From an optimization exercise on the open Yosys and OpenROAD flow, aimed at small area; shortcuts taken in it are not production practice.
Only simulation tests tie the RTL to the original design; equivalence was not proved.
Power and IR drop assume default switching activity.

<file path="flow/config.mk">
export PLATFORM = sky130hd
export DESIGN_NAME = tfac_core
export DESIGN_NICKNAME = tfac_core
export VERILOG_FILES = /design/flow/design.v
export SDC_FILE = /design/flow/constraint.sdc
export NUM_CORES = 4
export LEC_CHECK = 0
export ABC_AREA = 1
export CAP_MARGIN = 20
export CORE_MARGIN = 2
export CORE_UTILIZATION = 40
export PLACE_DENSITY = 0.6
export SLEW_MARGIN = 20
</file>
<file path="flow/constraint.sdc">
create_clock -name core_clock -period 10.0 [get_ports {clk}]
set_input_delay 2.0000 -clock core_clock [delete_from_list [all_inputs] [get_ports {clk}]]
set_output_delay 2.0000 -clock core_clock [all_outputs]
set_load 0.01 [all_outputs]
</file>
<file path="flow/design.v">
module tfac_alu (
    input  wire [1:0] op,     
    input  wire [1:0] a,
    input  wire [1:0] b,
    input  wire       cin,
    output reg  [1:0] res,
    output wire       cout
);
    wire [1:0] bx = b ^ {2{op == 2'd1}};
    wire [2:0] s  = {1'b0, a} + {1'b0, bx} + {2'b00, cin};
    always @* begin
        case (op)
            2'd0, 2'd1: res = s[1:0];
            2'd2:       res = a & b;
            default:    res = a | b;
        endcase
    end
    assign cout = s[2];
endmodule
module tfac_core (
    input  wire        clk,
    input  wire        rst,               
    input  wire        cfg_decode_halt,   
    input  wire        cfg_mem_halt,      
    input  wire [3:0]  bp_en,
    input  wire [63:0] bp_addr,           
    input  wire        resume,            
    output wire        paused,
    output wire        halted,
    output reg         ram_req,
    output reg         ram_we,
    output reg  [12:0] ram_addr,
    output reg  [15:0] ram_wdata,
    input  wire        ram_gnt,
    input  wire [15:0] ram_rdata,         
    output reg         cin_req,
    output reg         cin_int,           
    input  wire        cin_valid,
    input  wire        cin_eof,
    input  wire [15:0] cin_data,
    output reg         cout_valid,
    output reg         cout_int,          
    output reg  [15:0] cout_data,
    input  wire        cout_ready,
    output reg         diag_valid,
    output reg  [2:0]  diag_code,
    output reg  [15:0] diag_addr,
    output reg  [15:0] diag_data,
    input  wire [3:0]  dbg_sel,
    output wire [15:0] dbg_data,
    output wire        flag_z,
    output wire        flag_c,
    output wire [15:0] ir
);
    localparam S_CLR    = 4'd0;    
    localparam S_FETCH  = 4'd1;    
    localparam S_EX     = 4'd2;    
    localparam S_SH     = 4'd3;    
    localparam S_WB     = 4'd4;    
    localparam S_ACCF   = 4'd5;    
    localparam S_RDF    = 4'd6;    
    localparam S_DEC    = 4'd7;    
    localparam S_ACCD   = 4'd8;    
    localparam S_RDD    = 4'd9;    
    localparam S_END    = 4'd10;   
    localparam S_PAUSED = 4'd11;
    localparam S_HALTED = 4'd12;
    localparam A_ADD = 2'd0, A_SUB = 2'd1, A_AND = 2'd2, A_OR = 2'd3;
    localparam B_PORT = 3'd0, B_I6 = 3'd1, B_I8 = 3'd2, B_ZERO = 3'd3, B_ONE = 3'd4;
    localparam SA_PORT = 2'd0, SA_DATA = 2'd1, SA_ZERO = 2'd2;
    reg [15:0] ring [0:15];
    reg        z_q, c_q;
    reg [15:0] ir_q;
    reg [15:0] addr_q;
    reg [15:0] data_q;
    reg [3:0]  state;
    reg [2:0]  ph;
    reg        run;
    reg        cy;
    reg        bp_hit;
    reg        mem_diag;
    assign paused = (state == S_PAUSED);
    assign halted = (state == S_HALTED);
    assign flag_z = z_q;
    assign flag_c = c_q;
    assign ir     = ir_q;
    wire in_pass = (state <= S_WB);
    wire active  = in_pass && (run || ph == 3'd0);
    wire last    = (ph == 3'd7);
    wire [15:0] qs = ring[dbg_sel];
    wire [31:0] qq = {qs, qs} << {ph, 1'b0};
    assign dbg_data = qq[31:16];
    wire [3:0]  op    = ir_q[3:0];
    wire [3:0]  f74   = ir_q[7:4];
    wire [3:0]  f118  = ir_q[11:8];
    wire [3:0]  f1512 = ir_q[15:12];
    wire [3:0]  rd3   = {1'b0, ir_q[6:4]};
    wire [3:0]  rn3   = {1'b0, ir_q[9:7]};
    wire is_sys   = (op == 4'h0);
    wire is_halt  = is_sys && (f74 == 4'h0);
    wire is_cmpr  = is_sys && (f74 == 4'h1);
    wire is_push  = is_sys && (f74 == 4'h2);
    wire is_pop   = is_sys && (f74 == 4'h3);
    wire is_jump  = (op == 4'h1);
    wire is_mov   = (op == 4'h2);
    wire is_ldr   = (op == 4'h3);
    wire is_str   = (op == 4'h4);
    wire is_alu4  = (op >= 4'h5) && (op <= 4'h8);
    wire is_shift = (op == 4'h9) || (op == 4'hA);
    wire is_aluI  = (op == 4'hB) || (op == 4'hC);
    wire is_cmpi  = (op == 4'hD);
    wire illegal  = (is_sys && (f74 > 4'h3)) || (is_jump && (f74 > 4'h4)) ||
                    (op == 4'hE) || (op == 4'hF);
    reg jump_taken;
    always @* begin
        case (f74[2:0])
            3'd0:    jump_taken = 1'b1;
            3'd1:    jump_taken = z_q;
            3'd2:    jump_taken = !z_q;
            3'd3:    jump_taken = c_q;
            default: jump_taken = !c_q;
        endcase
    end
    wire [15:0] imm6 = {{10{ir_q[15]}}, ir_q[15:10]};
    wire [15:0] imm8 = {{8{ir_q[15]}}, ir_q[15:8]};
    wire [1:0]  imm6_b = imm6[{ph, 1'b0} +: 2];
    wire [1:0]  imm8_b = imm8[{ph, 1'b0} +: 2];
    wire [1:0]  data_b = data_q[{ph, 1'b0} +: 2];
    wire acc_we   = (state == S_ACCD) && (is_str || is_push);
    wire in_acc   = (state == S_ACCF) || (state == S_ACCD);
    wire acc_ram  = (addr_q[15:13] == 3'b000);
    wire io_page  = (addr_q[15:2] == 14'h3C00);
    wire acc_cin  = io_page && !acc_we && !addr_q[0];
    wire acc_cout = io_page &&  acc_we &&  addr_q[0];
    wire acc_bad  = !acc_ram && !acc_cin && !acc_cout;
    wire        rd_ram   = (state == S_RDF) || (state == S_RDD);
    wire [15:0] cin_word = cin_eof ? 16'h0000 :
                           (addr_q[1] ? cin_data : {8'h00, cin_data[7:0]});
    wire [15:0] memval   = rd_ram ? ram_rdata : ((in_acc && acc_cin && cin_valid) ? cin_word : 16'h0000);
    wire        acc_done_rd = in_acc && !acc_we && ((acc_cin && cin_valid) || acc_bad);
    reg  [3:0]  pa_sel, pb_sel, wsel;
    reg  [1:0]  a_src;
    reg  [2:0]  b_src;
    reg  [1:0]  aop;
    reg         r_we;
    reg         addr_ld, addr_res;
    reg         data_ser, data_res, data_par, data_shift;
    reg         z_acc, c_upd;
    reg  [3:0]  nstate;
    always @* begin
        pa_sel     = 4'd15;
        pb_sel     = f118;
        wsel       = f74;
        a_src      = SA_PORT;
        b_src      = B_ZERO;
        aop        = A_ADD;
        r_we       = 1'b0;
        addr_ld    = 1'b0;
        addr_res   = 1'b0;
        data_ser   = 1'b0;
        data_res   = 1'b0;
        data_par   = 1'b0;
        data_shift = 1'b0;
        z_acc      = 1'b0;
        c_upd      = 1'b0;
        nstate     = state;
        case (state)
            S_CLR: begin
                if (last) nstate = S_FETCH;
            end
            S_FETCH: begin
                b_src   = B_ONE;
                r_we    = 1'b1;
                wsel    = 4'd15;
                addr_ld = 1'b1;
                if (last) nstate = S_ACCF;
            end
            S_ACCF: begin
                if (acc_ram) begin
                    if (ram_gnt) nstate = S_RDF;
                end else if (acc_done_rd)
                    nstate = S_DEC;
            end
            S_RDF: nstate = S_DEC;
            S_DEC: begin
                nstate = S_EX;
                data_par = is_shift;
                if (illegal)
                    nstate = cfg_decode_halt ? S_HALTED : S_END;
                else if (is_halt)
                    nstate = S_HALTED;
            end
            S_EX: begin
                if (last) nstate = S_END;
                if (is_alu4 || is_cmpr) begin
                    pa_sel = f118;
                    pb_sel = f1512;
                    b_src  = B_PORT;
                    aop    = is_cmpr ? A_SUB : (op - 4'h5);
                    r_we   = !is_cmpr;
                    z_acc  = 1'b1;
                    c_upd  = 1'b1;
                end else if (is_shift) begin
                    pa_sel  = f1512;
                    addr_ld = 1'b1;
                    if (last) nstate = S_SH;
                end else if (is_aluI) begin
                    pa_sel = rn3;
                    b_src  = B_I6;
                    aop    = op[0] ? A_ADD : A_SUB;
                    r_we   = 1'b1;
                    wsel   = rd3;
                    z_acc  = 1'b1;
                    c_upd  = 1'b1;
                end else if (is_cmpi) begin
                    pa_sel = f74;
                    b_src  = B_I8;
                    aop    = A_SUB;
                    z_acc  = 1'b1;
                    c_upd  = 1'b1;
                end else if (is_mov) begin
                    a_src  = SA_ZERO;
                    b_src  = B_I8;
                    r_we   = 1'b1;
                end else if (is_jump) begin
                    b_src  = B_I8;
                    r_we   = jump_taken;
                    wsel   = 4'd15;
                end else if (is_ldr || is_str) begin
                    pa_sel   = rn3;
                    pb_sel   = rd3;
                    b_src    = B_I6;
                    addr_ld  = 1'b1;
                    addr_res = 1'b1;
                    data_ser = is_str;
                    if (last) nstate = S_ACCD;
                end else if (is_push) begin
                    pa_sel   = 4'd14;
                    b_src    = B_ONE;
                    aop      = A_SUB;
                    r_we     = 1'b1;
                    wsel     = 4'd14;
                    addr_ld  = 1'b1;
                    addr_res = 1'b1;
                    data_ser = 1'b1;
                    data_res = (f118 == 4'd14);
                    if (last) nstate = S_ACCD;
                end else begin  
                    pa_sel   = 4'd14;
                    b_src    = B_ONE;
                    r_we     = 1'b1;
                    wsel     = 4'd14;
                    addr_ld  = 1'b1;
                    if (last) nstate = S_ACCD;
                end
            end
            S_SH: begin
                pb_sel     = f118;
                data_ser   = 1'b1;
                data_shift = 1'b1;
                if (last) nstate = S_WB;
            end
            S_ACCD: begin
                if (acc_ram) begin
                    if (ram_gnt) nstate = acc_we ? S_END : S_RDD;
                end else if (acc_cout) begin
                    if (cout_ready) nstate = S_END;
                end else if (acc_we) begin
                    nstate = S_END;         
                end else if (acc_done_rd) begin
                    data_par = 1'b1;
                    nstate   = S_WB;
                end
            end
            S_RDD: begin
                data_par = 1'b1;
                nstate   = S_WB;
            end
            S_WB: begin
                a_src = SA_DATA;
                b_src = (is_pop && f118 == 4'd14) ? B_ONE : B_ZERO;
                r_we  = 1'b1;
                wsel  = is_ldr ? rd3 : is_pop ? f118 : f74;
                z_acc = is_shift;
                if (last) nstate = S_END;
            end
            S_END: begin
                if (cfg_mem_halt && mem_diag) nstate = S_HALTED;
                else if (bp_hit)              nstate = S_PAUSED;
                else                          nstate = S_FETCH;
            end
            S_PAUSED: begin
                if (resume) nstate = S_FETCH;
            end
            S_HALTED: ;
            default:  nstate = S_HALTED;
        endcase
        if (in_pass && !active)
            nstate = state;
    end
    reg  [1:0] pa_b, pb_b;
    always @* begin
        pa_b = ring[pa_sel][1:0];
        pb_b = ring[pb_sel][1:0];
    end
    reg [1:0] a_b, b_b;
    always @* begin
        case (a_src)
            SA_PORT: a_b = pa_b;
            SA_DATA: a_b = data_b;
            default: a_b = 2'b00;
        endcase
        case (b_src)
            B_PORT:  b_b = pb_b;
            B_I6:    b_b = imm6_b;
            B_I8:    b_b = imm8_b;
            B_ONE:   b_b = {1'b0, ph == 3'd0};
            default: b_b = 2'b00;
        endcase
    end
    wire       cin = (ph == 3'd0) ? (aop == A_SUB) : cy;
    wire [1:0] res;
    wire       cout;
    tfac_alu u_alu (.op(aop), .a(a_b), .b(b_b), .cin(cin), .res(res), .cout(cout));
    wire       clr   = (state == S_CLR);
    wire [1:0] ins   = res & {2{!clr}};
    wire       ins14 = clr ? (ph == 3'd6) : res[1];    
    integer r;
    always @(posedge clk) begin
        for (r = 0; r < 16; r = r + 1) begin
            if (active && (clr || (r_we && wsel == r)))
                ring[r] <= {(r == 14) ? ins14 : ins[1], ins[0], ring[r][15:2]};
            else
                ring[r] <= {ring[r][1:0], ring[r][15:2]};
        end
    end
    wire [1:0] addr_in = addr_res ? res : pa_b;
    integer j;
    always @(posedge clk) begin
        for (j = 0; j < 16; j = j + 1)
            if (active && addr_ld && (ph == (j >> 1)))
                addr_q[j] <= addr_in[j & 1];
    end
    wire [1:0]        data_in = data_res ? res : pb_b;
    wire [4:0]        sh_n    = addr_q[4:0];
    wire              sh_kill = (addr_q[15:5] != 11'd0) || (sh_n > 5'd16);
    wire [6:0]        sh_n7   = {2'b00, sh_n};
    wire [6:0]        sh_off  = !data_shift ? 7'd0 : op[0] ? sh_n7 : (7'd0 - sh_n7);
    wire [6:0]        p0      = {3'b000, ph, 1'b0} + sh_off;
    wire              p0_odd  = p0[0];
    wire [1:0]        s_in    = p0_odd ? {data_in[0], data_in[1]} : data_in;
    wire              ser_en  = active && data_ser && !(data_shift && sh_kill);
    always @(posedge clk) begin
        for (j = 0; j < 16; j = j + 1)
            if (data_par)
                data_q[j] <= memval[j];
            else if (ser_en && ((p0 == j) || (p0 == ((j - 1) & 127))))
                data_q[j] <= s_in[j & 1];
    end
    always @* begin
        ram_req    = in_acc && acc_ram;
        ram_we     = acc_we;
        ram_addr   = addr_q[12:0];
        ram_wdata  = data_q;
        cin_req    = in_acc && acc_cin;
        cin_int    = addr_q[1];
        cout_valid = in_acc && acc_cout;
        cout_int   = addr_q[1];
        cout_data  = addr_q[1] ? data_q : {8'h00, data_q[7:0]};
        diag_addr  = addr_q;
        diag_valid = 1'b0;
        diag_code  = 3'd2;
        diag_data  = 16'h0000;
        if (state == S_DEC) begin
            diag_valid = illegal;
            diag_code  = 3'd1;
            diag_data  = ir_q;
        end else if (in_acc) begin
            if (acc_bad) begin
                diag_valid = 1'b1;
                diag_code  = acc_we ? 3'd3 : 3'd2;
                diag_data  = acc_we ? data_q : 16'h0000;
            end else if (acc_cin && cin_valid && cin_eof) begin
                diag_valid = 1'b1;
                diag_code  = 3'd4;
            end
        end
    end
    reg bp_m;
    integer k;
    always @* begin
        bp_m = 1'b0;
        for (k = 0; k < 4; k = k + 1)
            if (bp_en[k] && (bp_addr[16*k +: 16] == addr_q))
                bp_m = 1'b1;
    end
    always @(posedge clk) begin
        if ((state == S_RDF) || ((state == S_ACCF) && acc_done_rd))
            ir_q <= memval;
        if (state == S_ACCF)
            bp_hit <= bp_m;
        if (active)
            cy <= cout;
    end
    always @(posedge clk) begin
        if (rst) begin
            state    <= S_CLR;
            ph       <= 3'd0;
            run      <= 1'b0;
            z_q      <= 1'b0;
            c_q      <= 1'b0;
            mem_diag <= 1'b0;
        end else begin
            state <= nstate;
            ph    <= ph + 3'd1;
            run   <= active && !last;
            if (active && z_acc)
                z_q <= ((ph == 3'd0) || z_q) && (res == 2'b00);
            if (active && c_upd)
                c_q <= (aop == A_ADD) ? cout : (aop == A_SUB) ? !cout : 1'b0;
            else if (state == S_DEC)
                c_q <= is_shift ? 1'b0 : c_q;
            else if (ser_en && data_shift) begin
                if (op[0] ? (p0 == 7'd16) : (p0 == 7'h7F))
                    c_q <= data_in[0];
                else if (op[0] ? (p0 == 7'd15) : (p0 == 7'h7E))
                    c_q <= data_in[1];
            end
            if (state == S_FETCH)
                mem_diag <= 1'b0;
            else if (diag_valid && in_acc)
                mem_diag <= 1'b1;
        end
    end
endmodule
</file>
<file path="flow/run.sh">
#!/bin/bash
# synth_recipe.tcl (not shown) runs the flow's synth.tcl, then flattens the netlist and writes it again
# the make line also repeats each setting of config.mk as NAME=value (left out here)
make -C /OpenROAD-flow-scripts/flow DESIGN_CONFIG=/design/flow/config.mk WORK_HOME=/design/flow/orfs CLKGATE_MAP_FILE= SYNTH_SCRIPT=/design/flow/synth_recipe.tcl finish
</file>
==> metrics.cfg, run 1 <==
[grt]
grt.overflow.total=0
grt_max_degree=40
grt_use_total=0.280
grt_pass1_wl_um=84000
grt_pass1_vias=13800
antenna_found_initial=1

[place]
dp_hpwl_um=43800
io_buffer_count=235
gp_routability_congestion=0.985
place_ws_ns=2.26
dp_cells=2639

[clock_network]
cts-resized-gates=0
clk_pin_slew_ns=0.06
insertion_delay_ns=0.59
cts_sinks=317
hold_buffers=0
ctsLongestPathBuffers=3
numCtsBuffers=31
cts-root-buf=clkbuf_16
cts_max_level=1
postCtsSetupRepairBufs=0
cts_tree=yes

[yosys]
yosysWarnings=3
ys_ff_latch=317
synth_common_cells=nand2_1 (474), dfxtp_1 (267), inv_1 (176), nor2_1 (176), o21ai_0 (151)
yosysUniqueCellTypes=66
synth.avg_cell_area_sq_um=7.72
synth_largest_area_cell=dfxtp_1
syn_inst=1960
synthArstFlopShare=0
synth_edf_count=50
netlist.area_leader.share=0.353
ys.flop_type=dfxtp_1
synth_area_leaders=dfxtp_1 (35%), nand2_1 (12%), edfxtp_1 (9.9%), o21ai_0 (5.0%), inv_1 (4.4%)
synth_area_sq_um=15100
yosysMostFrequentCell=nand2_1
syn-num-nets=2091
synth-seq-area-share=0.452

[route]
wl_per_cell_um=20.8
ant_nets=0
drc=0
drt_wl_total_um=56100
num_vias=14800
drtPass1Iterations=7
vias_per_cell=5.47
dr.first_iter.drc_count=1241

[timing]
clock.fmax_mhz=128
setup_viol=0
rsz0062_at_grt=false
slew_violations=0
hold_viol=0
tightestPinTransition_ns=1.10
post-route-min-period_ns=7.84
slew_headroom=0.261
whs_ns=0.332
finalCritPeriodShare=0.784
finalClockSkew_ns=0.0249
setup_ws_ns=2.16
fin_tns_setup_ns=0

[pwr]
finalPower_mw=4.70
peakVddDrop_uv=153
power.density_nw_per_um2=248
p_leak_nw=7.92

[floorplan]
start_util=0.404
dieHeight_um=199
rows=71
ioPinCount=236
die_w_um=199
dieArea_sq_um=39400
core_area_sq_um=37500

[run]
cap_viol_max_count=0

[critical_path]
worst-path-buf-inv=4
path_cells=clkdlybuf4s50_1 -> inv_1 -> nand2_1 -> nor2_1 -> buf_4 -> a22o_1 -> a221oi_1 -> nand4_1 -> nor2_1 -> a31oi_1 -> mux2i_1 -> o21ai_0 -> nand2_1 -> o21ai_0 -> clkdlybuf4s50_1
crit_fanout=16
slowest_delay_ns=0.73
cp.arrival_ns=5.84
required_ns=8.00
critPathTopFamily=compound AO/OA/AOI/OAI gates
cp-end-kind=output pin
cp_slowest_cell=a221oi_1
critical_path_class=primary input to output pin
critPathLaunchType=primary input

[worst_hold_path]
hp-class=flop to flop

[final_layout]
layout.cells.non_filler=2698
area_delta_synth_final_pct=24.9
fillers=3686
final_nets=2292
drive_gt1_frac=0.0819

[outcome]
status=finished clean

per-stage QoR:
| step | util | area [sq um] |
|---|---|---|
| 2_1_floorplan | - | 15100 |
| 5_1_grt | 0.504 | 18900 |
| 3_5_place_dp | 0.476 | 17800 |
| 6_report | 0.504 | 18900 |
| 3_3_place_gp | 0.475 | 17800 |
| 4_1_cts | 0.504 | 18900 |
placed cells by master (no fill, tap or decap), types with 37 or more instances in the layout:
cell type        synthesis  layout
clkdlybuf4s50_1          0     235
nand3_1                132     132
o21ai_0                151     150
edfxtp_1                50      50
inv_1                  176     176
a221oi_1                37      37
nand4_1                 43      43
a21oi_1                 54      54
nand2_1                474     474
nor2_1                 176     174
dfxtp_1                267     267
logic make-up (layout without fill, tap and decap cells):
family | Yosys count | in the layout | synth area share
xor+xnor | 23 | 23 | 0.0133
other cells | 0 | 1 | 0
flops | 317 | 317 | 0.452
fa+ha+maj | 18 | 18 | 0.0164
simple gates | 933 | 933 | 0.274
buf+inv | 288 | 514 | 0.0805
compound gates | 377 | 377 | 0.161
mux | 4 | 4 | 0.00264
registers in the layout, summed over array words and instances, names as in the netlist:
register / flops
addr_q: 16
bp_hit: 1
c_q: 1
cy: 1
data_q: 16
ir_q: 16
mem_diag: 1
ph: 3
ring: 256
run: 1
state: 4
z_q: 1
worst reg2reg max path: cells and delay by family, from the launching register on:
| family | cells | cell delay, ns |
|---|---|---|
| simple gates | 16 | 2.11 |
| flops | 1 | 0.73 |
| xor+xnor | 1 | 0.17 |
| fa+ha+maj | 3 | 1.15 |
| buf+inv | 4 | 0.59 |
| compound gates | 1 | 0.72 |
final timing paths:
| kind | endpoint | startpoint | cells after the start | slack [ns] |
|---|---|---|---|---|
| setup reg to reg | addr_q[15] | ir_q[0] | 25 | 4.19 |
| setup / recovery | dbg_data[13] | dbg_sel[0] | 15 | 2.16 |
| hold / removal | ring[13][6] | ring[13][8] | 0 | 0.33 |
| hold reg to reg | ring[13][6] | ring[13][8] | 0 | 0.33 |
report_power, final:
part | internal [mW] | switching (mW)
combinational | 0.486 | 0.874
clock | 0.697 | 0.511
sequential | 1.77 | 0.365
layout make-up:
class,instances,area [sq um],area share
Antenna cell,1,2.50,0.000132
Clock buffer,47,968,0.0512
Clock inverter,11,109,0.00576
Inverter,201,757,0.0400
Multi-Input combinational cell,1355,7090,0.375
Sequential cell,317,6850,0.362
Tap cell,511,639,0.0338
Timing Repair Buffer,255,2500,0.132
metal layers:
layer	track usage	vias to the layer above	wire length [um]
met3	0.0526	88	4730
met4	0.0694	0	1320
met1	0.402	7038	25800
li1	-	7016	-
met2	0.432	611	24200
met5	0	-	0
==> run 2: changes to the inputs <==
==> flow/flow/run.sh (new file) <==
#!/bin/bash
# The standard layout, with the smallest plain buffer (buf_1) as the
# buffer that ORFS puts on every input and output port.
set -euo pipefail
export BUFFER_PORTS_ARGS="-buffer_cell sky130_fd_sc_hd__buf_1"
bash standard.sh > standard.log 2>&1
==> flow/standard.sh (new file) <==
#!/bin/bash
# synth_recipe.tcl (not shown) runs the flow's synth.tcl, then flattens the netlist and writes it again
# the make line also repeats each setting of config.mk as NAME=value (left out here)
make -C /OpenROAD-flow-scripts/flow DESIGN_CONFIG=/design/flow/config.mk WORK_HOME=/design/flow/orfs CLKGATE_MAP_FILE= SYNTH_SCRIPT=/design/flow/synth_recipe.tcl "${@:-finish}"
--- a/flow/config.mk
+++ b/flow/config.mk
@@ -9,5 +9,6 @@
 export CAP_MARGIN = 20
 export CORE_MARGIN = 2
 export CORE_UTILIZATION = 40
+export CTS_BUF_LIST = sky130_fd_sc_hd__clkbuf_4
 export PLACE_DENSITY = 0.6
 export SLEW_MARGIN = 20
removed: flow/run.sh
==> metrics.cfg, run 2 <==
[worst_hold_path]
hp-class=flop to flop

[yosys]
yosysWarnings=3
yosysMostFrequentCell=nand2_1
ys_ff_latch=317
netlist.area_leader.share=0.353
synth_edf_count=50
synth.avg_cell_area_sq_um=7.72
yosysUniqueCellTypes=66
synth-seq-area-share=0.452
synth_common_cells=nand2_1 (474), dfxtp_1 (267), inv_1 (176), nor2_1 (176), o21ai_0 (151)
synth_area_leaders=dfxtp_1 (35%), nand2_1 (12%), edfxtp_1 (9.9%), o21ai_0 (5.0%), inv_1 (4.4%)
synth_area_sq_um=15100
ys.flop_type=dfxtp_1
synthArstFlopShare=0
synth_largest_area_cell=dfxtp_1
syn_inst=1960
syn-num-nets=2091

[grt]
grt.overflow.total=0
grt_pass1_wl_um=80700
grt_max_degree=40
antenna_found_initial=3
grt_use_total=0.270
grt_pass1_vias=13900

[pwr]
peakVddDrop_uv=88.7
power.density_nw_per_um2=251
p_leak_nw=7.27

[clock_network]
insertion_delay_ns=0.73
cts-root-buf=clkbuf_4
cts_sinks=317
hold_buffers=0
cts-resized-gates=0
postCtsSetupRepairBufs=0
cts_tree=yes
ctsLongestPathBuffers=3
cts_max_level=3
clk_pin_slew_ns=0.06
numCtsBuffers=78

[critical_path]
critical_path_class=flop to output pin
critPathLaunchType=flop
crit_fanout=11
required_ns=8.00
rrSetupSlack_ns=4.14
cp.arrival_ns=4.87
cp-end-kind=output pin

[timing]
finalClockSkew_ns=0.0686
tightestPinTransition_ns=1.03
clock.fmax_mhz=146
fin_tns_setup_ns=0
rsz0062_at_grt=false
setup_viol=0
slew_violations=0
slew_headroom=0.312
finalCritPeriodShare=0.687
post-route-min-period_ns=6.87
hold_viol=0

[route]
drt_wl_total_um=53900
ant_nets=0
drtPass1Iterations=6
dr.first_iter.drc_count=1357
num_vias=15000
wl_per_cell_um=19.5
vias_per_cell=5.44
drc=0

[final_layout]
final_nets=2340
fin_util=0.459
layout.cells.non_filler=2758
drive_gt1_frac=0.105
area_delta_synth_final_pct=13.7
largest_reg_flops=256
multiInputGateArea_sq_um=7090
fillers=3855
regArea_sq_um=6850
largest-register=ring
final_cell_mix=nand2_1 (474), dfxtp_1 (267), buf_1 (235)
final_common_cell=nand2_1

[place]
gp_routability_congestion=0.992
dp_hpwl_um=41500
io_buffer_count=235
dp_cells=2639

[floorplan]
dieArea_sq_um=39400
core_area_sq_um=37500
dieHeight_um=199
rows=71
start_util=0.404
die_w_um=199
ioPinCount=236

[outcome]
status=finished clean

[run]
cap_viol_max_count=0

## run 2: cell counts after synthesis
No cell type changed its count.
## run 2: through the flow
stage	hold WS, ns	total power [mW]	area [sq um]	worst slack, ns
after floorplan	0.326	2.83	15100	4.31
after global placement	0.332	3.34	16300	3.13
after detailed placement	0.335	3.34	16400	3.18
after CTS	0.320	4.32	17200	3.15
after global routing	0.327	4.59	17200	2.76
final	0.319	4.33	17200	3.13
## run 2: worst max-delay path: stages, from the launching register on
cell and delay (ns):
edfxtp_1 0.74, inv_1 0.41, ha_1 0.40, nand2_2 0.14, nor2_1 0.07, inv_2 0.06, nor3_2 0.04, inv_1 0.07
nand2_1 0.20, nand2_1 0.26, nor2_1 0.12, nor2_1 0.67, nand2_1 0.43, o22ai_1 0.32, buf_1 0.19
## run 2: cell families (layout without fill, tap and decap cells)
logic type,Yosys count,in the layout,synth area share
and+or+nand+nor,933,933,0.274
AOI/OAI and AO/OA,377,377,0.161
muxes,4,4,0.00264
buffers and inverters,288,574,0.0805
adders and majority gates,18,18,0.0164
DFF,317,317,0.452
xor gates and xnor gates,23,23,0.0133
other,0,1,0
## run 2: worst paths after layout
kind / start / to / depth (start not counted)
setup / recovery: ir_q[0] / diag_data[6] / 14
hold reg to reg: ring[12][13] / ring[12][11] / 0
setup reg to reg: ir_q[0] / addr_q[9] / 25
hold / removal: ring[12][13] / ring[12][11] / 0
## run 2: cell type report
cell class / count / share of cell area
sequential: 317 / 0.398
multi-input combinational: 1355 / 0.412
antenna: 1 / 0.000145
tap: 511 / 0.0371
inverter: 201 / 0.0440
clock buffer: 96 / 0.0419
timing repair buffer: 256 / 0.0604
clock inverter: 21 / 0.00719
## run 2: layer usage
| metal | routed length [um] | global-route usage | vias up |
|---|---|---|---|
| li1 | - | - | 7133 |
| met1 | 23600 | 0.371 | 7031 |
| met2 | 23600 | 0.412 | 743 |
| met3 | 5630 | 0.0726 | 82 |
| met4 | 1080 | 0.0862 | 2 |
| met5 | 11 | 0 | - |
## run 2: power breakdown
group / internal, mW / switching [mW]
registers: 1.77 / 0.360
clock network: 0.475 / 0.497
logic: 0.363 / 0.866
total: 2.60 / 1.72
==> run 3: changes to the inputs <==
--- a/flow/config.mk
+++ b/flow/config.mk
@@ -9,6 +9,6 @@
 export CAP_MARGIN = 20
 export CORE_MARGIN = 2
 export CORE_UTILIZATION = 40
-export CTS_BUF_LIST = sky130_fd_sc_hd__clkbuf_4
+export CTS_BUF_LIST = sky130_fd_sc_hd__clkbuf_8
 export PLACE_DENSITY = 0.6
 export SLEW_MARGIN = 20
==> metrics.cfg, run 3 <==
[floorplan]
start_util=0.404
rows=71
dieArea_sq_um=39400
core_area_sq_um=37500
die_w_um=199
dieHeight_um=199
ioPinCount=236

[place]
gp_routability_congestion=0.992
io_buffer_count=235
dp_hpwl_um=41500
dp_cells=2639

[timing]
slew_headroom=0.307
post-route-min-period_ns=6.97
slew_violations=0
tightestPinTransition_ns=1.03
finalCritPeriodShare=0.697
hold_viol=0
clock.fmax_mhz=144
setup_viol=0
rsz0062_at_grt=false
fin_tns_setup_ns=0
finalClockSkew_ns=0.0187

[grt]
grt.overflow.total=0
antenna_found_initial=2
grt_max_degree=40
grt_use_total=0.267
grt_pass1_vias=13600
grt_pass1_wl_um=79800

[yosys]
synth_edf_count=50
synthArstFlopShare=0
synth.avg_cell_area_sq_um=7.72
ys.flop_type=dfxtp_1
synth_common_cells=nand2_1 (474), dfxtp_1 (267), inv_1 (176), nor2_1 (176), o21ai_0 (151)
yosysMostFrequentCell=nand2_1
synth_largest_area_cell=dfxtp_1
synth_area_leaders=dfxtp_1 (35%), nand2_1 (12%), edfxtp_1 (9.9%), o21ai_0 (5.0%), inv_1 (4.4%)
ys_ff_latch=317
synth-seq-area-share=0.452
syn-num-nets=2091
syn_inst=1960
yosysUniqueCellTypes=66
netlist.area_leader.share=0.353
synth_area_sq_um=15100
yosysWarnings=3

[critical_path]
rr_endpoint=addr_q[7]
rrSetupSlack_ns=4.21
cp-end-kind=output pin
r2r-start=ir_q[0]
crit_fanout=16
required_ns=8.00
cp.arrival_ns=4.97
critPathLaunchType=primary input
critical_path_class=primary input to output pin
r2r.worst_path.cells=25

[route]
drc=0
wl_per_cell_um=19.6
num_vias=14800
dr.first_iter.drc_count=1459
drtPass1Iterations=6
ant_nets=0
drt_wl_total_um=53500
vias_per_cell=5.41

[clock_network]
cts_max_level=2
cts_sinks=317
ctsLongestPathBuffers=3
cts_tree=yes
numCtsBuffers=49
hold_buffers=0
cts-root-buf=clkbuf_8
postCtsSetupRepairBufs=0
cts-resized-gates=0
insertion_delay_ns=0.58
clk_pin_slew_ns=0.06

[pwr]
peakVddDrop_uv=116
p_leak_nw=7.31
power.density_nw_per_um2=254

[worst_hold_path]
min_from=ring[0][7]
hp-class=flop to flop
hold_depth=0
holdPathEnd=ring[0][5]

[final_layout]
drive_gt1_frac=0.0884
layout.cells.non_filler=2727
largest-register=ring
area_delta_synth_final_pct=14.4
final_nets=2311
largest_reg_flops=256
diodes=0
fillers=3829
final_cell_mix=nand2_1 (474), dfxtp_1 (267), buf_1 (235)
final_common_cell=nand2_1

[run]
cap_viol_max_count=0

[outcome]
status=finished clean

==> run 3: kinds of logic after synthesis <==
group | synth area share
xor gates and xnor gates | 0.0133
and+or+nand+nor | 0.274
AOI/OAI and AO/OA | 0.161
DFF | 0.452
muxes | 0.00264
buffers and inverters | 0.0805
adders and majority gates | 0.0164
==> run 3: stage by stage <==
step / utilization / area, sq um / setup slack [ns] / total power [mW] / hold WS [ns]
after global placement: 0.436 / 16300 / 3.13 / 3.34 / 0.332
final: 0.462 / 17300 / 3.03 / 4.40 / 0.347
after global routing: 0.462 / 17300 / 2.73 / 4.64 / 0.348
after detailed placement: 0.436 / 16400 / 3.18 / 3.34 / 0.335
after floorplan: - / 15100 / 4.31 / 2.83 / 0.326
after CTS: 0.462 / 17300 / 3.18 / 4.39 / 0.347
==> run 3: worst max-delay path, cell delays in order <==
cell	delay (ns)
buf_1	0.12
inv_1	0.07
nand2_1	0.14
nor2_1	0.07
buf_4	0.21
a22o_1	0.21
a221oi_1	0.62
nand4_1	0.42
nor2_1	0.22
a31oi_1	0.16
nand2_1	0.12
nand2_1	0.06
nand2_1	0.05
o21ai_0	0.14
nand2_1	0.10
o21ai_0	0.09
buf_1	0.16
==> run 3: power breakdown <==
group	leakage, nW	switching, mW	total (mW)	internal [mW]
Clock	0.546	0.499	1.04	0.540
Combinational	4.08	0.865	1.23	0.363
Sequential	2.68	0.361	2.13	1.77
Total	7.31	1.73	4.40	2.67
==> run 3: worst max path at each step <==
stage                from      endpoint  cells past startpoint
4_1_cts        dbg_sel[2]   dbg_data[9]                     16
3_5_place_dp   dbg_sel[2]   dbg_data[9]                     15
5_1_grt        dbg_sel[0]  dbg_data[15]                     17
6_report       dbg_sel[0]  dbg_data[15]                     17
2_1_floorplan  dbg_sel[2]   dbg_data[0]                     13
3_3_place_gp   dbg_sel[2]   dbg_data[2]                     15
==> run 3: layout make-up <==
| type | count | area, sq um | area share |
|---|---|---|---|
| multi-input combinational | 1355 | 7090 | 0.409 |
| sequential | 317 | 6850 | 0.395 |
| timing repair buffer | 256 | 1040 | 0.0600 |
| clock buffer | 56 | 771 | 0.0445 |
| inverter | 201 | 757 | 0.0437 |
| tap | 511 | 639 | 0.0369 |
| clock inverter | 31 | 176 | 0.0102 |
==> run 3: layer usage <==
layer,track usage,vias up,share of wire
met4,0.0829,2,0.023
met1,0.371,6948,0.44
li1,-,7043,-
met3,0.0688,96,0.11
met5,0,-,0.00021
met2,0.405,673,0.43
==> run 4: changes to the inputs <==
--- a/flow/config.mk
+++ b/flow/config.mk
@@ -10,5 +10,7 @@
 export CORE_MARGIN = 2
 export CORE_UTILIZATION = 40
 export CTS_BUF_LIST = sky130_fd_sc_hd__clkbuf_8
+export CTS_CLUSTER_DIAMETER = 60
+export CTS_CLUSTER_SIZE = 20
 export PLACE_DENSITY = 0.6
 export SLEW_MARGIN = 20
==> metrics.cfg, run 4 <==
[outcome]
status=finished clean

[pwr]
peakVddDrop_uv=121
finalPower_mw=4.08
power.density_nw_per_um2=242
p_leak_nw=7.02

[route]
met1Wirelength_um=23700
highest_layer=met5
ant_nets=0
drc=0
wl_per_cell_um=19.8
wl_met2_um=23000
num_vias=14600
wl_met3_um=5000
dr.first_iter.drc_count=1326
drtPass1Iterations=7
drt_wl_total_um=53000
vias_per_cell=5.46

[final_layout]
finish.instance_area_sq_um=16900
largest_reg_flops=256
final_cell_mix=nand2_1 (474), dfxtp_1 (267), buf_1 (235)
diodes=0
fin_util=0.450
final_common_cell=nand2_1
multiInputGateArea_sq_um=7090
layout.cells.non_filler=2676
drive_gt1_frac=0.0753
regArea_sq_um=6850
final_nets=2286
area_delta_synth_final_pct=11.4
fillers=3856
largest-register=ring

[floorplan]
rows=71
dieArea_sq_um=39400
die_w_um=199
ioPinCount=236
start_util=0.404
dieHeight_um=199
core_area_sq_um=37500

[clock_network]
ctsLongestPathBuffers=3
clk_pin_slew_ns=0.11
numCtsBuffers=24
cts_max_level=1
insertion_delay_ns=0.59
postCtsSetupRepairBufs=0
cts_tree=yes
cts_sinks=317
hold_buffers=0
cts-root-buf=clkbuf_8
cts-resized-gates=0

[grt]
grt_pass1_wl_um=78700
grt_use_total=0.262
grt_max_degree=40
antenna_found_initial=2
grt.overflow.total=0
grt_pass1_vias=13400

[yosys]
synth_largest_area_cell=dfxtp_1
syn_inst=1960
synth-seq-area-share=0.452
syn-num-nets=2091
synth_common_cells=nand2_1 (474), dfxtp_1 (267), inv_1 (176), nor2_1 (176), o21ai_0 (151)
synth_area_sq_um=15100
yosysUniqueCellTypes=66
netlist.area_leader.share=0.353
ys_ff_latch=317
yosysMostFrequentCell=nand2_1
synth_edf_count=50
synth.avg_cell_area_sq_um=7.72
ys.flop_type=dfxtp_1
synthArstFlopShare=0
synth_area_leaders=dfxtp_1 (35%), nand2_1 (12%), edfxtp_1 (9.9%), o21ai_0 (5.0%), inv_1 (4.4%)
yosysWarnings=3

[timing]
rsz0062_at_grt=false
setup_viol=0
slew_violations=0
slew_headroom=0.297
whs_ns=0.339
post-route-min-period_ns=6.93
hold_viol=0
tightestPinTransition_ns=1.05
finalCritPeriodShare=0.693
setup_ws_ns=3.07
fin_tns_setup_ns=0
clock.fmax_mhz=144
finalClockSkew_ns=0.0454

[critical_path]
critPathLaunchType=primary input
critical_path_class=primary input to output pin
startpoint=dbg_sel[0]
crit_fanout=16
required_ns=8.00
r2r-start=ir_q[0]
cp.arrival_ns=4.93
cp-end-kind=output pin

[place]
gp_routability_congestion=0.992
dpl-instance-area_sq_um=16400
place_ws_ns=3.18
io_buffer_count=235
dp_cells=2639
dp_hpwl_um=41500

[run]
cap_viol_max_count=0

[worst_hold_path]
hp-class=flop to flop
min_from=ring[12][11]

[run 4: changes by cell type in the layout (fill, tap and decap cells not counted), sizes merged]
cell	change
clkbuf	-32
clkinv	-8
clkinvlp	-2
inv	-9
[run 4: final cells by class]
| cell class | instances | area share |
|---|---|---|
| Tap cell | 511 | 0.0379 |
| Multi-Input combinational cell | 1355 | 0.420 |
| Clock buffer | 24 | 0.0196 |
| Sequential cell | 317 | 0.406 |
| Timing Repair Buffer | 256 | 0.0616 |
| Clock inverter | 12 | 0.00994 |
| Inverter | 201 | 0.0449 |
[run 4: final timing paths]
kind	slack (ns)	cells past startpoint	end
max	3.07	17	dbg_data[15]
min	0.34	0	ring[12][9]
max reg2reg	4.17	25	addr_q[1]
min reg2reg	0.34	0	ring[12][9]
[run 4: metal layers]
metal	global-route usage	up-vias
met5	0	-
met1	0.370	6886
met4	0.0716	2
met3	0.0553	94
li1	-	6973
met2	0.405	656
[run 4: cells by family after synthesis]
kind of cell    after synthesis  synth area share
compound gates              377             0.161
xor+xnor                     23            0.0133
fa+ha+maj                    18            0.0164
buf+inv                     288            0.0805
flops                       317             0.452
mux                           4           0.00264
simple gates                933             0.274
[run 4: report_power, final]
group / leakage (nW) / internal (mW) / switching, mW / total (mW)
Combinational: 4.08 / 0.363 / 0.868 / 1.23
Clock: 0.258 / 0.277 / 0.449 / 0.726
Sequential: 2.68 / 1.76 / 0.360 / 2.12
[run 4: critical path: stages]
cell,delay [ns]
buf_1,0.11
inv_1,0.07
nand2_1,0.13
nor2_1,0.06
buf_4,0.21
a22o_1,0.21
a221oi_1,0.64
nand4_1,0.40
nor2_1,0.21
a31oi_1,0.17
nand2_1,0.13
nand2_1,0.06
nand2_1,0.05
o21ai_0,0.14
nand2_1,0.10
o21ai_0,0.09
buf_1,0.16
==> run 5: changes to the inputs <==
--- a/flow/config.mk
+++ b/flow/config.mk
@@ -9,8 +9,5 @@
 export CAP_MARGIN = 20
 export CORE_MARGIN = 2
 export CORE_UTILIZATION = 40
-export CTS_BUF_LIST = sky130_fd_sc_hd__clkbuf_8
-export CTS_CLUSTER_DIAMETER = 60
-export CTS_CLUSTER_SIZE = 20
 export PLACE_DENSITY = 0.6
 export SLEW_MARGIN = 20
==> metrics.cfg, run 5 <==
[grt]
grt_pass1_vias=13400
grt_use_total=0.264
grt_pass1_wl_um=79700
grt.overflow.total=0
antenna_found_initial=0
grt_max_degree=40

[route]
drtPass1Iterations=5
drt_wl_total_um=53300
wl_per_cell_um=19.7
dr.first_iter.drc_count=1421
num_vias=14800
ant_nets=0
vias_per_cell=5.48
drc=0

[yosys]
yosysMostFrequentCell=nand2_1
synth_area_leaders=dfxtp_1 (35%), nand2_1 (12%), edfxtp_1 (9.9%), o21ai_0 (5.0%), inv_1 (4.4%)
synth_largest_area_cell=dfxtp_1
synth_common_cells=nand2_1 (474), dfxtp_1 (267), inv_1 (176), nor2_1 (176), o21ai_0 (151)
synth_edf_count=50
yosysUniqueCellTypes=66
syn_inst=1960
synth-seq-area-share=0.452
yosysWarnings=3
synth.avg_cell_area_sq_um=7.72
netlist.area_leader.share=0.353
synthArstFlopShare=0
syn-num-nets=2091
synth_area_sq_um=15100
ys.flop_type=dfxtp_1
ys_ff_latch=317

[critical_path]
critical_path_class=primary input to output pin
path_cells=buf_1 -> inv_1 -> nand2_1 -> nor2_1 -> buf_4 -> a22o_1 -> a221oi_1 -> nand4_1 -> nor2_1 -> a31oi_1 -> nand2_1 -> nand2_1 -> nand2_1 -> o21ai_0 -> nand2_1 -> o21ai_0 -> buf_1
startpoint=dbg_sel[0]
cp-end-kind=output pin
critPathTopFamily=compound AO/OA/AOI/OAI gates
slowest_delay_ns=0.58
cp_num_cells=17
cp_slowest_cell=a221oi_1
rrSetupSlack_ns=4.22
rr_endpoint=addr_q[5]
endpoint=dbg_data[15]
required_ns=8.00
worst-path-buf-inv=4
path_common_cell=nand2_1
cp.arrival_ns=4.88
crit_fanout=16
critPathLaunchType=primary input
r2r.worst_path.cells=25
r2r-start=ir_q[0]

[pwr]
switching_power_mw=1.74
p_leak_nw=7.33
peakVddDrop_uv=164
sw_frac_of_total=0.375
power.density_nw_per_um2=264
p_comb_frac=0.265
clkPwrFrac=0.276
cellInternalPower_mw=2.90
seq_power_share=0.459
finalPower_mw=4.63

[timing]
slew_headroom=0.302
fin_tns_setup_ns=0
slew_violations=0
whs_ns=0.345
finalClockSkew_ns=0.0188
tightestPinTransition_ns=1.04
finalCritPeriodShare=0.688
setup_ws_ns=3.12
hold_viol=0
clock.fmax_mhz=145
post-route-min-period_ns=6.88
rsz0062_at_grt=false
setup_viol=0

[final_layout]
final_cell_mix=nand2_1 (474), dfxtp_1 (267), buf_1 (235)
area_delta_synth_final_pct=15.8
largest-register=ring
finish.instance_area_sq_um=17500
layout.cells.non_filler=2699
fillers=3774
final_common_cell=nand2_1
final_nets=2293
multiInputGateArea_sq_um=7090
regArea_sq_um=6850
largest_reg_flops=256
drive_gt1_frac=0.0841
fin_util=0.468

[worst_hold_path]
hp-class=flop to flop

[clock_network]
hold_buffers=0
insertion_delay_ns=0.59
cts_max_level=1
clk_pin_slew_ns=0.06
ctsLongestPathBuffers=3
postCtsSetupRepairBufs=0
cts_sinks=317
cts_tree=yes
cts-root-buf=clkbuf_16
cts-resized-gates=0
numCtsBuffers=31

[floorplan]
ioPinCount=236
core_area_sq_um=37500
die_w_um=199
rows=71
dieHeight_um=199
start_util=0.404
dieArea_sq_um=39400

[place]
dpl-instance-area_sq_um=16400
dp_hpwl_um=41500
place_ws_ns=3.18
dp_cells=2639
gp_routability_congestion=0.992
io_buffer_count=235

[outcome]
status=finished clean

[run]
cap_viol_max_count=0

==> run 5: cell counts after synthesis <==
No cell type changed its count.
==> run 5: routing by layer <==
metal / track usage / up-vias / share of wire
li1: - / 7006 / -
met1: 0.385 / 7014 / 0.45
met2: 0.408 / 690 / 0.43
met3: 0.0397 / 89 / 0.090
met4: 0.0680 / 0 / 0.021
met5: 0 / - / 0
==> run 5: logic make-up after synthesis <==
family | count (synthesis) | synth area share
AND/OR/NAND/NOR | 933 | 0.274
AO/OA/AOI/OAI | 377 | 0.161
flip-flops | 317 | 0.452
buffers and inverters | 288 | 0.0805
XOR/XNOR | 23 | 0.0133
adder cells (fa/ha/maj) | 18 | 0.0164
multiplexers | 4 | 0.00264
==> run 5: worst min-delay path by stage <==
| stage | start | to | slack (ns) | cells past startpoint |
|---|---|---|---|---|
| 2_1_floorplan | ring[0][4] | ring[0][2] | 0.33 | 0 |
| 3_3_place_gp | ring[0][7] | ring[0][5] | 0.33 | 0 |
| 3_5_place_dp | ring[15][6] | ring[15][4] | 0.34 | 0 |
| 4_1_cts | ring[0][5] | ring[0][3] | 0.35 | 0 |
| 5_1_grt | ring[9][6] | ring[9][4] | 0.35 | 0 |
| 6_report | ring[12][13] | ring[12][11] | 0.35 | 0 |
==> run 5: layout make-up <==
type,count,area share
antenna,1,0.000143
clock buffer,42,0.0537
clock inverter,16,0.0121
inverter,201,0.0432
multi-input combinational,1355,0.404
sequential,317,0.391
tap,511,0.0365
timing repair buffer,256,0.0593
==> run 5: power groups by stage <==
stage	clock, mW	combinational, mW	sequential [mW]
finish	1.28	1.23	2.13
global route	1.34	1.36	2.16
global placement	0	1.20	2.14
floorplan	0	0.855	1.98
detailed placement	0	1.21	2.14
CTS	1.29	1.21	2.12

==> separate check: timing with driven ports <==
In the flow no input, the clock included, has a driving cell. The finished layouts below were timed again as built, in two steps. Step 1 sets driving cells, clkbuf_16 on the clock port and buf_2 on the other inputs (assumed; they add their load-dependent delay and slew). Step 2, shift: input delay + t, output delay - t, t = (earliest + latest rising clock arrival at the registers) / 2. This alone moves slack from input paths to output paths. a / b / c = no drivers / after step 1 / after step 2; a / b = the first two.
run | t, ns | setup slack, ns | worst slew at a driven data input, ns | cell pins on the clock port's net
run 1 | 0.635 | 2.158 / 2.135 / 2.135 | 0.07 | 1
run 2 | 0.740 | 3.133 / 3.087 / 3.120 | 0.06 | 1
run 3 | 0.619 | 3.032 / 3.008 / 3.008 | 0.06 | 1
run 4 | 0.622 | 3.068 / 3.043 / 3.043 | 0.06 | 1
run 5 | 0.629 | 3.117 / 3.093 / 3.093 | 0.06 | 1
After both steps every run listed still meets setup and hold. For run 4, which loses most, drivers alone change the setup slack by -0.025 ns; drivers and shift together by -0.025 ns.
